Context: an optimization exercise on an open-source flow, tuned for small area, a short achievable clock period and few clock cycles per item. The choices shown serve that exercise and are no tape-out recipe. Only simulation tests tie the RTL to the original design; equivalence was not proved. Power figures rest on the tool's default switching activity, not on a simulated workload.

## sfd_tx
module sfd_tx (
    input  wire        clk,
    input  wire        rst,
    input  wire        in_valid,
    input  wire [7:0]  in_op,
    input  wire [7:0]  in_dest,
    input  wire [7:0]  in_byte,
    input  wire        in_last,
    input  wire        in_empty,
    output wire        in_ready,
    output wire        tx_valid,
    output wire [7:0]  tx_byte,
    input  wire        tx_ready
);
For scale: about 1000 cells after synthesis, roughly 40 I/O pins.
clock: 6.0 ns
lec_check: 0
cap_margin: 20
core_margin: 2
core_utilization: 75
cts_cluster_diameter: 120
cts_cluster_size: 28
place_density: 0.85
setup_slack_margin: 3.65
slew_margin: 20
standard.sh (not shown) runs the stock make flow with config.mk's settings and CLKGATE_MAP_FILE= SYNTH_SCRIPT=/design/flow/synth_recipe.tcl, a recipe that flattens the netlist after the stock synthesis.
==> flow/flow/run.sh <==
#!/bin/bash
# The standard layout (the standard.sh, ORFS make targets), with one change:
# the port buffers that buffer_ports inserts are sky130_fd_sc_hd__buf_4 cells
# instead of the default choice (clkdlybuf4s50_1, a slow delay cell).
# Each tool's output goes to a log of its own: ORFS keeps its per-step logs
# under orfs/logs/, and make's own output goes to make_finish.log here.
set -euo pipefail
bash standard.sh "BUFFER_PORTS_ARGS=-buffer_cell sky130_fd_sc_hd__buf_4" finish > make_finish.log 2>&1
The starting point completed with no timing, DRC or antenna violations.
Testbench counts at the start, summed over its fixed seeds: cycles 47,888, bytes 31,638.
Then changed:
CORE_UTILIZATION = 65   (was 75)
CTS_BUF_LIST = sky130_fd_sc_hd__clkbuf_8 sky130_fd_sc_hd__clkbuf_16   (was not set)
CTS_CLUSTER_DIAMETER = 100   (was 120)
CTS_CLUSTER_SIZE = 20   (was 28)
PLACE_DENSITY = 0.75   (was 0.85)
After rerunning:
- worst hold slack gets better by 0.010 ns
- setup slack gets better by 0.025 ns
- cell area is higher by 1.2%
- power is higher by 3.5%
Then changed:
CAP_MARGIN = 5   (was 20)
CORE_UTILIZATION = 55   (was 65)
CTS_BUF_LIST = not set   (was sky130_fd_sc_hd__clkbuf_8 sky130_fd_sc_hd__clkbuf_16)
CTS_CLUSTER_DIAMETER = 120   (was 100)
CTS_CLUSTER_SIZE = 28   (was 20)
PLACE_DENSITY = 0.65   (was 0.75)
SLEW_MARGIN = 5   (was 20)
Fmax is higher by 0.64%. Combinational power is lower by about 1%. Global-route usage is lower by 4.2 points.
Then changed:
CAP_MARGIN = 20   (was 5)
CORE_UTILIZATION = 45   (was 55)
PLACE_DENSITY = 0.55   (was 0.65)
SLEW_MARGIN = 20   (was 5)
The changed run finished clean.
Worst setup slack gains 0.013 ns.
Clock power is about the same.
Power stays flat.
Wire length is higher by 5.1%.
Via count hardly moves.
Register-to-register slack stays flat.
Global-route usage shrinks by 3.1 points.
Hold slack gains 0.0040 ns.
Synthesized cell count is unchanged.
Sequential share of layout area came out lower by 0.76 points.
Then changed:
CORE_UTILIZATION = 65   (was 45)
PLACE_DENSITY = 0.75   (was 0.55)
Cell count falls by about 11%.
Worst hold slack degrades by 0.0065 ns.
Register-to-register slack hardly moves.
Power falls by about 0.3%.
Sequential power is about the same.
Critical path depth rises by 1.
Final area falls by about 1.5%.
Setup slack degrades by 0.014 ns.
Combinational power rises by about 1%.

========
sfd_tx again, from the RTL that the note above started with.
Settings: LEC_CHECK=0, CAP_MARGIN=20, CORE_MARGIN=2, CORE_UTILIZATION=55, CTS_CLUSTER_DIAMETER=120, CTS_CLUSTER_SIZE=28, PLACE_DENSITY=0.65, SETUP_SLACK_MARGIN=3.72, SLEW_MARGIN=20; clock period 6.0 ns.
Scripts as last shown in full above: flow/flow/run.sh
The baseline went through all stages and came out clean.
Testbench counts at the start, summed over its fixed seeds: cycles 47,888, bytes 31,638.
Then changed:
==> flow/flow/run.sh (replaced) <==
#!/bin/bash
# The standard layout (the standard.sh, ORFS make targets), with two changes:
# the port buffers that buffer_ports inserts are sky130_fd_sc_hd__buf_4 cells
# instead of the default choice (clkdlybuf4s50_1, a slow delay cell), and
# ORFS's power recovery after global routing is switched on.
# Each tool's output goes to a log of its own: ORFS keeps its per-step logs
# under orfs/logs/, and make's own output goes to make_finish.log here.
set -euo pipefail
bash standard.sh "BUFFER_PORTS_ARGS=-buffer_cell sky130_fd_sc_hd__buf_4" RECOVER_POWER=100 finish > make_finish.log 2>&1
- CORE_UTILIZATION: 55 -> 65
- PLACE_DENSITY: 0.65 -> 0.75
- SETUP_SLACK_MARGIN: 3.72 -> 3.65
After rerunning:
- Now the flow produced a layout that fails on capacitance limit, slew limit
- worst setup slack gets worse by 0.99 ns
- design area fell by 3.8%
- worst hold slack gets worse by 0.012 ns
- first-iteration DRC count is higher by 11%
- synthesized cell count is unchanged
- wire length falls by 3.3%
- global-route usage increases by 3.6 points

separate check: timing with driven ports:
Ports are ideal in the flow. The routed layouts listed here were re-timed in OpenROAD. Step 1, drivers: a clkbuf_16 drives clk and a buf_2 each remaining input, both assumed. Step 2 also shifts input and output timing later by t, the mid clock arrival at the registers, as if the neighbouring blocks saw the same clock. Slacks: no drivers / after step 1 / after step 2; pairs: no drivers / after step 1.
run	shift t [ns]	slack for setup (ns)	latest minus earliest clock arrival (ns)
the first run of note 1	0.585	3.598 / 3.602 / 3.042	0.038 / 0.039
the second run of note 1	0.587	3.623 / 3.614 / 3.144	0.024 / 0.023
the third run of note 1	0.574	3.638 / 3.655 / 3.091	0.024 / 0.024
the fourth run of note 1	0.567	3.651 / 3.663 / 3.097	0.031 / 0.031
the fifth run of note 1	0.559	3.637 / 3.629 / 3.093	0.027 / 0.028
the first run of note 2	0.576	3.646 / 3.638 / 3.093	0.029 / 0.029
the second run of note 2	0.564	2.661 / 2.661 / 2.183	0.030 / 0.030
For the first run of note 1, which loses most, drivers alone change the setup slack by +0.004 ns; drivers and shift together by -0.556 ns.
